Context: an optimization exercise on an open-source flow, tuned for small area, a short achievable clock period and few clock cycles per item. The choices shown serve that exercise and are no tape-out recipe.
The RTL was checked by simulation tests, not by an equivalence proof against the original design.
Power is estimated from default activity; no workload was simulated.

==> zinc <==
Design ghash_acc, start of the top module:
module ghash_acc (
    input  wire         clk,
    input  wire         rst,         
    input  wire         in_valid,
    output wire         in_ready,
    input  wire [1:0]   in_op,
    input  wire [127:0] in_data,
    output wire [127:0] y,
    output wire         y_valid
);
clock: 5.0 ns
lec_check: 0
cap_margin: 20
core_margin: 2
core_utilization: 55
place_density: 0.7
setup_slack_margin: 2.5
slew_margin: 20
run.sh (not shown) runs the stock make flow with config.mk's settings and CLKGATE_MAP_FILE= SYNTH_SCRIPT=/design/flow/synth_recipe.tcl, a recipe that flattens the netlist after the stock synthesis.
==> amber (differences from zinc) <==
--- a/flow/design.v
+++ b/flow/design.v
@@ -19,13 +19,13 @@
     reg         nrdy_q;   
     reg         yv_q;     
     assign in_ready = rdy_q;
     assign y_valid  = yv_q;
     assign y        = z_q;
     wire accept = in_valid && !nrdy_q;
-    wire start  = accept && in_op == 2'd0 && !hz_q;
+    wire start  = accept && in_op == 2'd0 && !hz_q && !rst;
     wire clr    = rst || (accept && in_op != 2'd2);
     wire busy_n = !rst && (start || (busy_q && !last_q));
     wire [2:0] cnt_n = (rst || !busy_q) ? 3'd0 : cnt_q + 3'd1;
     reg [44:0] hx_q;
     wire [44:0] hx_n;
     assign hx_n[0] = (in_data[0] ^ in_data[121]);
@@ -327,14 +327,13 @@
     assign zx[122] = ((z_q[10] ^ z_q[11]) ^ z_q[12]);
     assign zx[123] = ((z_q[11] ^ z_q[12]) ^ z_q[13]);
     assign zx[124] = ((z_q[12] ^ z_q[13]) ^ z_q[14]);
     assign zx[125] = ((z_q[13] ^ z_q[14]) ^ z_q[15]);
     assign zx[126] = (z_q[14] ^ z_q[15]);
     assign zx[127] = z_q[15];
-    wire [127:0] zn = pt ^ zx;                   
-    wire [127:0] an = busy_q ? (pt ^ (zx ^ in_data)) : (z_q ^ in_data);
+    wire [127:0] e  = busy_q ? zx : z_q;
     always @(posedge clk) begin
         busy_q <= busy_n;
         cnt_q  <= cnt_n;
         last_q <= busy_n && cnt_n == 3'd7;
         rdy_q  <= !busy_n || cnt_n == 3'd7;
         nrdy_q <= busy_n && cnt_n != 3'd7;
@@ -344,16 +343,15 @@
         else if (accept && in_op[1])
             hz_q <= 1'b0;
         if (accept && in_op[1]) begin
             h_q  <= in_data;
             hx_q <= hx_n;
         end
-        if (!nrdy_q)
-            x_q <= an;
+        if (start)
+            x_q <= pt ^ (in_data ^ e);
+        else if (rst)
+            x_q <= 128'd0;
         else
             x_q <= x_q >> 16;
-        if (clr)
-            z_q <= 128'd0;
-        else if (busy_q)
-            z_q <= zn;
+        z_q <= clr ? 128'd0 : pt ^ e;
     end
 endmodule
==> flow/flow/run.sh (new file) <==
#!/bin/bash
# The standard layout (standard.sh: the ORFS flow with the standard synthesis),
# with the port buffers made of sky130_fd_sc_hd__buf_4 instead of the cell
# buffer_ports picks by default. make's full output goes to standard_flow.log;
# each ORFS step keeps its own log under orfs/logs/.
set -euo pipefail
export BUFFER_PORTS_ARGS="-buffer_cell sky130_fd_sc_hd__buf_4"
bash standard.sh > standard_flow.log 2>&1
==> flow/standard.sh (new file) <==
#!/bin/bash
# synth_recipe.tcl (not shown) runs the flow's synth.tcl, then flattens the netlist and writes it again
# the make line also repeats each setting of config.mk as NAME=value (left out here)
make -C /OpenROAD-flow-scripts/flow DESIGN_CONFIG=/design/flow/config.mk WORK_HOME=/design/flow/orfs CLKGATE_MAP_FILE= SYNTH_SCRIPT=/design/flow/synth_recipe.tcl "${@:-finish}"
==> flow/config.mk (replaced) <==
export PLATFORM = sky130hd
export DESIGN_NAME = ghash_acc
export DESIGN_NICKNAME = ghash_acc
export VERILOG_FILES = /design/flow/design.v
export SDC_FILE = /design/flow/constraint.sdc
export NUM_CORES = 4
export LEC_CHECK = 0
export CAP_MARGIN = 20
export CORE_MARGIN = 2
export CORE_UTILIZATION = 50
export PLACE_DENSITY = 0.65
export SETUP_SLACK_MARGIN = 2.4
export SLEW_MARGIN = 20
removed: flow/run.sh
==> violet (differences from zinc) <==
--- a/flow/design.v
+++ b/flow/design.v
@@ -19,13 +19,13 @@
     reg         nrdy_q;   
     reg         yv_q;     
     assign in_ready = rdy_q;
     assign y_valid  = yv_q;
     assign y        = z_q;
     wire accept = in_valid && !nrdy_q;
-    wire start  = accept && in_op == 2'd0 && !hz_q;
+    wire start  = accept && in_op == 2'd0 && !hz_q && !rst;
     wire clr    = rst || (accept && in_op != 2'd2);
     wire busy_n = !rst && (start || (busy_q && !last_q));
     wire [2:0] cnt_n = (rst || !busy_q) ? 3'd0 : cnt_q + 3'd1;
     reg [44:0] hx_q;
     wire [44:0] hx_n;
     assign hx_n[0] = (in_data[0] ^ in_data[121]);
@@ -327,14 +327,13 @@
     assign zx[122] = ((z_q[10] ^ z_q[11]) ^ z_q[12]);
     assign zx[123] = ((z_q[11] ^ z_q[12]) ^ z_q[13]);
     assign zx[124] = ((z_q[12] ^ z_q[13]) ^ z_q[14]);
     assign zx[125] = ((z_q[13] ^ z_q[14]) ^ z_q[15]);
     assign zx[126] = (z_q[14] ^ z_q[15]);
     assign zx[127] = z_q[15];
-    wire [127:0] zn = pt ^ zx;                   
-    wire [127:0] an = busy_q ? (pt ^ (zx ^ in_data)) : (z_q ^ in_data);
+    wire [127:0] e  = busy_q ? zx : z_q;
     always @(posedge clk) begin
         busy_q <= busy_n;
         cnt_q  <= cnt_n;
         last_q <= busy_n && cnt_n == 3'd7;
         rdy_q  <= !busy_n || cnt_n == 3'd7;
         nrdy_q <= busy_n && cnt_n != 3'd7;
@@ -344,16 +343,15 @@
         else if (accept && in_op[1])
             hz_q <= 1'b0;
         if (accept && in_op[1]) begin
             h_q  <= in_data;
             hx_q <= hx_n;
         end
-        if (!nrdy_q)
-            x_q <= an;
+        if (start)
+            x_q <= pt ^ (in_data ^ e);
+        else if (rst)
+            x_q <= 128'd0;
         else
             x_q <= x_q >> 16;
-        if (clr)
-            z_q <= 128'd0;
-        else if (busy_q)
-            z_q <= zn;
+        z_q <= clr ? 128'd0 : pt ^ e;
     end
 endmodule
==> flow/flow/run.sh (new file) <==
#!/bin/bash
# The standard layout (standard.sh: the ORFS flow with the standard synthesis),
# with the port buffers made of sky130_fd_sc_hd__buf_4 instead of the cell
# buffer_ports picks by default. make's full output goes to standard_flow.log;
# each ORFS step keeps its own log under orfs/logs/.
set -euo pipefail
export BUFFER_PORTS_ARGS="-buffer_cell sky130_fd_sc_hd__buf_4"
bash standard.sh > standard_flow.log 2>&1
==> flow/standard.sh (new file) <==
#!/bin/bash
# synth_recipe.tcl (not shown) runs the flow's synth.tcl, then flattens the netlist and writes it again
# the make line also repeats each setting of config.mk as NAME=value (left out here)
make -C /OpenROAD-flow-scripts/flow DESIGN_CONFIG=/design/flow/config.mk WORK_HOME=/design/flow/orfs CLKGATE_MAP_FILE= SYNTH_SCRIPT=/design/flow/synth_recipe.tcl "${@:-finish}"
==> flow/config.mk (replaced) <==
export PLATFORM = sky130hd
export DESIGN_NAME = ghash_acc
export DESIGN_NICKNAME = ghash_acc
export VERILOG_FILES = /design/flow/design.v
export SDC_FILE = /design/flow/constraint.sdc
export NUM_CORES = 4
export LEC_CHECK = 0
export CAP_MARGIN = 20
export CORE_MARGIN = 2
export CORE_UTILIZATION = 45
export PLACE_DENSITY = 0.6
export SETUP_SLACK_MARGIN = 2.3
export SLEW_MARGIN = 20
removed: flow/run.sh
==> comparison table <==
	zinc	violet	amber
Status	complete, no violations	complete, no violations	complete, no violations
Capture point of the critical path	x_q[116]	x_q[38]	x_q[8]
Headroom to the max-slew limit	40.89%	44.39%	32.80%
Min-delay src	cnt_q[0]	x_q[76]	x_q[91]
Worst flop-to-flop path endpoint	x_q[116]	x_q[38]	x_q[8]
Hold Path Stages	1	2	2
Worst slack, placed	1.489 ns	1.403 ns	1.792 ns
CORE AREA	83,290 sq um	98,710 sq um	88,650 sq um
Critical path arrival	3.25 ns	3.24 ns	3.13 ns
Clock buffers and inverters, area share	2.803%	3.844%	3.629%
Largest net degree at the start of global routing	110	117	117
Synthesized-area fraction occupied by and/or/nand/nor cells	19.91%	21.19%	21.19%
Inverters	10	7	7
Total wirelength of the detailed-routed design	203.5 mm	176.2 mm	175.5 mm
Power drawn by the combinational cells	14,500 uW	2840 uW	3070 uW
Clk pin slew, worst setup/hold paths	0.06 ns	0.07 ns	0.06 ns
Leak Pwr	0.02451 uW	0.01546 uW	0.01653 uW
Portion of total power attributed to the clock network	16.9%	37.7%	37.1%
Layout clock buffers	64	69	72
Number of global-route vias before repair	42.99k	36.17k	36.74k
Initial core utilization	55.37%	45.51%	50.68%
Testbench counts of zinc, summed over its fixed seeds: cycles 21,234, items 2,506.
Testbench counts of amber, summed over its fixed seeds: cycles 21,234, items 2,506.
Testbench counts of violet, summed over its fixed seeds: cycles 21,234, items 2,506.

* * *

==> try-delta <==
ghash_acc, a different RTL version from the one above (not shown whole).
==> flow/config.mk <==
export PLATFORM = sky130hd
export DESIGN_NAME = ghash_acc
export DESIGN_NICKNAME = ghash_acc
export VERILOG_FILES = /design/flow/design.v
export SDC_FILE = /design/flow/constraint.sdc
export NUM_CORES = 4
export LEC_CHECK = 0
export CAP_MARGIN = 20
export CORE_MARGIN = 2
export CORE_UTILIZATION = 40
export PLACE_DENSITY = 0.6
export SLEW_MARGIN = 20
==> flow/constraint.sdc <==
create_clock -name core_clock -period 5.0 [get_ports {clk}]
set_input_delay 1.0000 -clock core_clock [delete_from_list [all_inputs] [get_ports {clk}]]
set_output_delay 1.0000 -clock core_clock [all_outputs]
set_load 0.01 [all_outputs]
Stock flow here: none of the scripts above is used.
==> try-harbor (differences from try-delta) <==
--- a/flow/design.v
+++ b/flow/design.v
@@ -12,19 +12,21 @@
     reg [127:0] x_q;      
     reg [127:0] z_q;      
     reg [2:0]   cnt_q;    
     reg         busy_q;
     reg         last_q;   
     reg         hz_q;     
     reg         rdy_q;    
+    reg         nrdy_q;   
+    reg         yv_q;     
     assign in_ready = rdy_q;
-    assign y_valid  = !busy_q;
+    assign y_valid  = yv_q;
     assign y        = z_q;
-    wire accept = in_valid && rdy_q;
-    wire start  = accept && in_op == 2'd0 && !hz_q;
+    wire accept = in_valid && !nrdy_q;
+    wire start  = accept && in_op == 2'd0 && !hz_q && !rst;
     wire clr    = rst || (accept && in_op != 2'd2);
     wire busy_n = !rst && (start || (busy_q && !last_q));
     wire [2:0] cnt_n = (rst || !busy_q) ? 3'd0 : cnt_q + 3'd1;
     reg [44:0] hx_q;
     wire [44:0] hx_n;
     assign hx_n[0] = (in_data[0] ^ in_data[121]);
     assign hx_n[1] = (in_data[0] ^ in_data[126]);
@@ -324,32 +326,32 @@
     assign zx[121] = ((z_q[9] ^ z_q[10]) ^ z_q[11]);
     assign zx[122] = ((z_q[10] ^ z_q[11]) ^ z_q[12]);
     assign zx[123] = ((z_q[11] ^ z_q[12]) ^ z_q[13]);
     assign zx[124] = ((z_q[12] ^ z_q[13]) ^ z_q[14]);
     assign zx[125] = ((z_q[13] ^ z_q[14]) ^ z_q[15]);
     assign zx[126] = (z_q[14] ^ z_q[15]);
     assign zx[127] = z_q[15];
-    wire [127:0] zn = pt ^ zx;                   
-    wire [127:0] an = busy_q ? (pt ^ (zx ^ in_data)) : (z_q ^ in_data);
+    wire [127:0] e  = busy_q ? zx : z_q;
     always @(posedge clk) begin
         busy_q <= busy_n;
         cnt_q  <= cnt_n;
         last_q <= busy_n && cnt_n == 3'd7;
         rdy_q  <= !busy_n || cnt_n == 3'd7;
+        nrdy_q <= busy_n && cnt_n != 3'd7;
+        yv_q   <= !busy_n;
         if (rst)
             hz_q <= 1'b1;
         else if (accept && in_op[1])
             hz_q <= 1'b0;
         if (accept && in_op[1]) begin
             h_q  <= in_data;
             hx_q <= hx_n;
         end
-        if (rdy_q)
-            x_q <= an;
+        if (start)
+            x_q <= pt ^ (in_data ^ e);
+        else if (rst)
+            x_q <= 128'd0;
         else
             x_q <= x_q >> 16;
-        if (clr)
-            z_q <= 128'd0;
-        else if (busy_q)
-            z_q <= zn;
+        z_q <= clr ? 128'd0 : pt ^ e;
     end
 endmodule
==> flow/flow/run.sh (new file) <==
#!/bin/bash
# The standard layout (standard.sh: the ORFS flow with the standard synthesis),
# with the port buffers made of sky130_fd_sc_hd__buf_4 instead of the cell
# buffer_ports picks by default. make's full output goes to standard_flow.log;
# each ORFS step keeps its own log under orfs/logs/.
set -euo pipefail
export BUFFER_PORTS_ARGS="-buffer_cell sky130_fd_sc_hd__buf_4"
bash standard.sh > standard_flow.log 2>&1
==> flow/standard.sh (new file) <==
#!/bin/bash
# synth_recipe.tcl (not shown) runs the flow's synth.tcl, then flattens the netlist and writes it again
# the make line also repeats each setting of config.mk as NAME=value (left out here)
make -C /OpenROAD-flow-scripts/flow DESIGN_CONFIG=/design/flow/config.mk WORK_HOME=/design/flow/orfs CLKGATE_MAP_FILE= SYNTH_SCRIPT=/design/flow/synth_recipe.tcl "${@:-finish}"
==> flow/config.mk (replaced) <==
export PLATFORM = sky130hd
export DESIGN_NAME = ghash_acc
export DESIGN_NICKNAME = ghash_acc
export VERILOG_FILES = /design/flow/design.v
export SDC_FILE = /design/flow/constraint.sdc
export NUM_CORES = 4
export LEC_CHECK = 0
export CAP_MARGIN = 20
export CORE_MARGIN = 2
export CORE_UTILIZATION = 55
export PLACE_DENSITY = 0.7
export SETUP_SLACK_MARGIN = 2.5
export SLEW_MARGIN = 20
removed: flow/run.sh
==> try-fjord (differences from try-delta) <==
--- a/flow/design.v
+++ b/flow/design.v
@@ -12,19 +12,21 @@
     reg [127:0] x_q;      
     reg [127:0] z_q;      
     reg [2:0]   cnt_q;    
     reg         busy_q;
     reg         last_q;   
     reg         hz_q;     
     reg         rdy_q;    
+    reg         nrdy_q;   
+    reg         yv_q;     
     assign in_ready = rdy_q;
-    assign y_valid  = !busy_q;
+    assign y_valid  = yv_q;
     assign y        = z_q;
-    wire accept = in_valid && rdy_q;
-    wire start  = accept && in_op == 2'd0 && !hz_q;
+    wire accept = in_valid && !nrdy_q;
+    wire start  = accept && in_op == 2'd0 && !hz_q && !rst;
     wire clr    = rst || (accept && in_op != 2'd2);
     wire busy_n = !rst && (start || (busy_q && !last_q));
     wire [2:0] cnt_n = (rst || !busy_q) ? 3'd0 : cnt_q + 3'd1;
     reg [44:0] hx_q;
     wire [44:0] hx_n;
     assign hx_n[0] = (in_data[0] ^ in_data[121]);
     assign hx_n[1] = (in_data[0] ^ in_data[126]);
@@ -324,32 +326,32 @@
     assign zx[121] = ((z_q[9] ^ z_q[10]) ^ z_q[11]);
     assign zx[122] = ((z_q[10] ^ z_q[11]) ^ z_q[12]);
     assign zx[123] = ((z_q[11] ^ z_q[12]) ^ z_q[13]);
     assign zx[124] = ((z_q[12] ^ z_q[13]) ^ z_q[14]);
     assign zx[125] = ((z_q[13] ^ z_q[14]) ^ z_q[15]);
     assign zx[126] = (z_q[14] ^ z_q[15]);
     assign zx[127] = z_q[15];
-    wire [127:0] zn = pt ^ zx;                   
-    wire [127:0] an = busy_q ? (pt ^ (zx ^ in_data)) : (z_q ^ in_data);
+    wire [127:0] e  = busy_q ? zx : z_q;
     always @(posedge clk) begin
         busy_q <= busy_n;
         cnt_q  <= cnt_n;
         last_q <= busy_n && cnt_n == 3'd7;
         rdy_q  <= !busy_n || cnt_n == 3'd7;
+        nrdy_q <= busy_n && cnt_n != 3'd7;
+        yv_q   <= !busy_n;
         if (rst)
             hz_q <= 1'b1;
         else if (accept && in_op[1])
             hz_q <= 1'b0;
         if (accept && in_op[1]) begin
             h_q  <= in_data;
             hx_q <= hx_n;
         end
-        if (rdy_q)
-            x_q <= an;
+        if (start)
+            x_q <= pt ^ (in_data ^ e);
+        else if (rst)
+            x_q <= 128'd0;
         else
             x_q <= x_q >> 16;
-        if (clr)
-            z_q <= 128'd0;
-        else if (busy_q)
-            z_q <= zn;
+        z_q <= clr ? 128'd0 : pt ^ e;
     end
 endmodule
==> flow/config.mk (replaced) <==
export PLATFORM = sky130hd
export DESIGN_NAME = ghash_acc
export DESIGN_NICKNAME = ghash_acc
export VERILOG_FILES = /design/flow/design.v
export SDC_FILE = /design/flow/constraint.sdc
export NUM_CORES = 4
export LEC_CHECK = 0
export CAP_MARGIN = 20
export CORE_MARGIN = 2
export CORE_UTILIZATION = 55
export PLACE_DENSITY = 0.7
export SETUP_SLACK_MARGIN = 2.3
export SLEW_MARGIN = 20
==> metrics.md <==
| Metric | Value |
|---|---|
| Sw frac | `0.428` |
| WP data required | `4.00 ns` |
| Multi-input comb cells | `5042` |
| Layout cells sized above 1 | `0.0301` |
| Routed wire length on met3 | `15.1 mm` |
| Status | `timing/DRC/antenna clean` |
# the run above: try-delta

==> metrics.md <==
| Metric | Value |
|---|---|
| Status | `timing/DRC/antenna clean` |
| Worst-Margin Slew | `0.992 ns` |
| Sw frac | `0.333` |
| Post-synth top area share | `0.288` |
| Largest net degree at the start of global routing | `117` |
| Routed wire length on met3 | `24.2 mm` |
| Worst-Skew Late Latency | `0.67 ns` |
| Layout cells sized above 1 | `0.0876` |
| DIE AREA | `84000 µm²` |
# the run above: try-fjord

==> metrics.md <==
| Metric | Value |
|---|---|
| Sw frac | `0.336` |
| Multi-input comb cells | `4726` |
| Layout cells sized above 1 | `0.164` |
| RD Place Congestion | `0.906` |
| Clk sinks | `438` |
| GRT busiest layer | `met2` |
| Worst Path Arrival | `3.21 ns` |
| Status | `timing/DRC/antenna clean` |
| Register bit count reported by yosys | `438` |
| WP data required | `5.51 ns` |
| Routed wire length on met3 | `26.6 mm` |
| Drt first pass iters | `10` |
# the run above: try-harbor

Testbench counts of try-delta, summed over its fixed seeds: cycles 21,234, items 2,506.
Testbench counts of try-harbor, summed over its fixed seeds: cycles 21,234, items 2,506.
Testbench counts of try-fjord, summed over its fixed seeds: cycles 21,234, items 2,506.

==> afterwards: timing with drivers on the ports <==
In the flow no input, the clock included, has a driving cell. The finished layouts below were timed again as built, in two steps. Step 1, drivers: a clkbuf_16 drives clk and a buf_2 each remaining input, both assumed. Step 2 adds t to the input delays and takes it off the output delays; t is the mean of the earliest and latest rising clock arrival at the registers after step 1. Input paths then give back, and output paths get back, about the clock's delay inside the block. a / b / c = no drivers / after step 1 / after step 2; a / b = the first two.
| run | t, ns | setup WS [ns] | worst setup path at the end |
|---|---|---|---|
| zinc | 0.702 | 2.240 / 2.240 / 1.977 | input to register |
| amber | 0.711 | 2.389 / 2.389 / 1.795 | input to register |
| violet | 0.734 | 2.301 / 2.301 / 1.751 | input to register |
| try-delta | 0.711 | 1.580 / 1.505 / 1.715 | input to register |
| try-harbor | 0.714 | 2.305 / 2.305 / 1.921 | input to register |
| try-fjord | 0.722 | 2.288 / 2.217 / 1.614 | input to register |
After both steps setup and hold are still met in every run listed. For try-fjord, which loses most, drivers alone change the setup slack by -0.071 ns; drivers and shift together by -0.674 ns.
